Source: an optimization exercise on an open RTL-to-GDS flow (aim: small area, a short achievable clock period and few clock cycles). Production flows keep margins and buffers that such runs may drop. RTL that was checked went through simulation tests only; none was proved equivalent to the original. Power is estimated from default activity; no workload was simulated.

the reference run:
// puc
module puc (
    input  wire        clk,
    input  wire        rst,           
    input  wire        cmd_valid,
    input  wire [63:0] cmd_data,
    output wire        cmd_ready,
    output wire        rsp_valid,
    output wire [63:0] rsp_data,
    output wire [31:0] status,
    output wire [63:0] fault_info,
    output wire        bus_req,
    output wire        bus_we,
    output wire [31:0] bus_addr,
    output wire [31:0] bus_wdata,
    input  wire        bus_ack,
    input  wire [31:0] bus_rdata
);
export LEC_CHECK = 0
export ABC_CLOCK_PERIOD_IN_PS = 2700
export CAP_MARGIN = 20
export CORE_MARGIN = 2
export CORE_UTILIZATION = 40
export CTS_CLUSTER_DIAMETER = 100
export CTS_CLUSTER_SIZE = 28
export SLEW_MARGIN = 20
create_clock -name core_clock -period 8.0 [get_ports {clk}]
standard.sh (not shown) runs the stock make flow with config.mk's settings and CLKGATE_MAP_FILE= SYNTH_SCRIPT=/design/flow/synth_recipe.tcl, a recipe that flattens the netlist after the stock synthesis.
==> flow/flow/run.sh <==
#!/bin/bash
set -euo pipefail
export SETUP_SLACK_MARGIN=5.3
bash standard.sh > standard_sh.log 2>&1
Testbench counts of the reference run, summed over its fixed seeds: cycles 163,192.
Edits applied to the flow inputs when going from the reference run to the trial run:
--- a/flow/design.v
+++ b/flow/design.v
@@ -179,19 +179,28 @@
             3'd6:    pad_bad_w = |pnz[7:6];
             3'd7:    pad_bad_w = pnz[7];
             default: pad_bad_w = 1'b0;
         endcase
     end
     wire [7:0] putc = cmd_data[{pos, 3'b000} +: 8];
     wire [7:0] echo_b = (ei == 2'd0) ? ((ecls == 2'd1) ? 8'h0D : rxb) :
                         (ecls == 2'd1) ? 8'h0A :
                         (ei == 2'd1) ? 8'h20 : 8'h08;
-    wire [63:0] lbword = lb[{widx, 6'd0} +: 64];
+    wire [15:0] wsel = 16'd1 << widx;
+    reg  [63:0] lbword;
+    integer k, w;
+    always @* begin
+        for (k = 0; k < 64; k = k + 1) begin
+            lbword[k] = 1'b0;
+            for (w = 0; w < 16; w = w + 1)
+                lbword[k] = lbword[k] | (lb[64*w + k] & wsel[w]);
+        end
+    end
     wire        wfull  = ({1'b0, widx, 3'b111} < len);
     reg  [63:0] gword;
     integer j;
     always @* begin
         for (j = 0; j < 8; j = j + 1)
             gword[8*j +: 8] = (wfull || (j < len[2:0])) ? lbword[8*j +: 8] : 8'h00;
     end
     wire [3:0] c_opc = cmd_data[63:60];
     wire       c_zA  = (cmd_data[59:32] == 28'd0);
--- outcome ---
The reference run went all the way through synthesis, placement and routing and the layout is clean on timing, DRC and antenna. Looking at the reports, the trial run completed the entire flow and the layout it produced met the timing, design-rule and antenna checks. The trial run vs the reference run on detailed-route wire length on metal 1: the trial run is the higher one. Taking the reference run as the reference point, the worst hold slack of the trial run falls by 41 ps. The run with more routed wire is the trial run, not the reference run. Looking at main combinational cell family by area after synthesis, the compound AO/OA/AOI/OAI gates result is from the trial run; the multiplexers one comes from the reference run. The reference run -> the trial run: number of clock buffers inserted by TritonCTS decreased slightly. [compare] base=the reference run new=the trial run: sequential power -about 1%, core area -2.9%.
Only the layout flow was run in the trial run; the RTL was not checked for function there.


Setup of red:
puc, a different RTL version from the one above (not shown whole).
Size in the first run: roughly 3700 cells after synthesis, about 1400 flip-flops, about 330 I/O pins.
==> flow/design.v (excerpt) <==
module puc (
    input  wire        clk,
    input  wire        rst,           
    input  wire        cmd_valid,
    input  wire [63:0] cmd_data,
    output wire        cmd_ready,
    output wire        rsp_valid,
    output wire [63:0] rsp_data,
    output wire [31:0] status,
    output wire [63:0] fault_info,
    output wire        bus_req,
    output wire        bus_we,
    output wire [31:0] bus_addr,
    output wire [31:0] bus_wdata,
    input  wire        bus_ack,
    input  wire [31:0] bus_rdata
);
export LEC_CHECK = 0
export ABC_CLOCK_PERIOD_IN_PS = 2700
export CAP_MARGIN = 20
export CORE_MARGIN = 2
export CORE_UTILIZATION = 60
export CTS_CLUSTER_DIAMETER = 80
export CTS_CLUSTER_SIZE = 24
export SLEW_MARGIN = 20
create_clock -name core_clock -period 8.0 [get_ports {clk}]
==> flow/flow/run.sh <==
#!/bin/bash
set -euo pipefail
export SETUP_SLACK_MARGIN=5.2
export BUFFER_PORTS_ARGS="-buffer_cell sky130_fd_sc_hd__buf_2"
export CTS_ARGS="-sink_clustering_enable -repair_clock_nets -sink_clustering_size 24 -sink_clustering_max_diameter 80 -dont_use_dummy_load"
bash standard.sh > standard_sh.log 2>&1
Testbench counts of red, summed over its fixed seeds: cycles 163,192.
Input-level comparison between blue and red:
--- a/flow/design.v
+++ b/flow/design.v
@@ -183,13 +183,22 @@
         endcase
     end
     wire [7:0] putc = cmd_data[{pos, 3'b000} +: 8];
     wire [7:0] echo_b = (ei == 2'd0) ? ((ecls == 2'd1) ? 8'h0D : rxb) :
                         (ecls == 2'd1) ? 8'h0A :
                         (ei == 2'd1) ? 8'h20 : 8'h08;
-    wire [63:0] lbword = lb[{widx, 6'd0} +: 64];
+    wire [15:0] wsel = 16'd1 << widx;
+    reg  [63:0] lbword;
+    integer k, w;
+    always @* begin
+        for (k = 0; k < 64; k = k + 1) begin
+            lbword[k] = 1'b0;
+            for (w = 0; w < 16; w = w + 1)
+                lbword[k] = lbword[k] | (lb[64*w + k] & wsel[w]);
+        end
+    end
     wire        wfull  = ({1'b0, widx, 3'b111} < len);
     reg  [63:0] gword;
     integer j;
     always @* begin
         for (j = 0; j < 8; j = j + 1)
             gword[8*j +: 8] = (wfull || (j < len[2:0])) ? lbword[8*j +: 8] : 8'h00;
### Flow results
Against red as the reference, blue delivers a lower initial antenna violation count. Compared blue vs red, and synthesized instance count is up in blue. Delta (blue minus red): pre-CTS setup slack went down by 0.23 ns; mean cell area of the mapped netlist went down by about 10%. Compared blue vs red, and areal power density over the cells is up in blue. On final cell area excluding filler cells: between red and blue, it ends up higher for red. blue vs. red: y dimension of the die went down by about 0.8%. Total stage count of the critical path: blue vs red down 6.
Testbench counts of blue, summed over its fixed seeds: cycles 163,192.

==> port drivers added, routing unchanged <==
The flow's constraints put no driver on any port. The routed layouts listed below were extracted and timed again, unchanged, in two steps. Step 1: set_driving_cell puts a clkbuf_16 on clk and a buf_2 on each other input, an assumption about the parent block. Step 2 times the ports against the registers' clock, not the clock port: input delays grow and output delays shrink by t, the midpoint of the rising clock arrivals with the driver on. Slacks: ideal / step 1 / step 2; pairs: ideal / step 1.
run | t (ns) | setup WS [ns] | worst setup path at the end | worst register clock-pin slew, ns | cell pins on the clock port's net
the reference run | 0.802 | 5.108 / 5.029 / 4.449 | input to register | 0.12 / 0.12 | 1
the trial run | 0.795 | 5.059 / 5.042 / 4.421 | input to register | 0.12 / 0.12 | 1
red | 0.709 | 5.164 / 5.156 / 4.496 | input to register | 0.10 / 0.10 | 1
blue | 0.727 | 5.180 / 5.106 / 4.524 | input to register | 0.10 / 0.10 | 1
After both steps setup and hold are still met in every run listed. For red, which loses most, drivers alone change the setup slack by -0.008 ns; drivers and shift together by -0.668 ns.
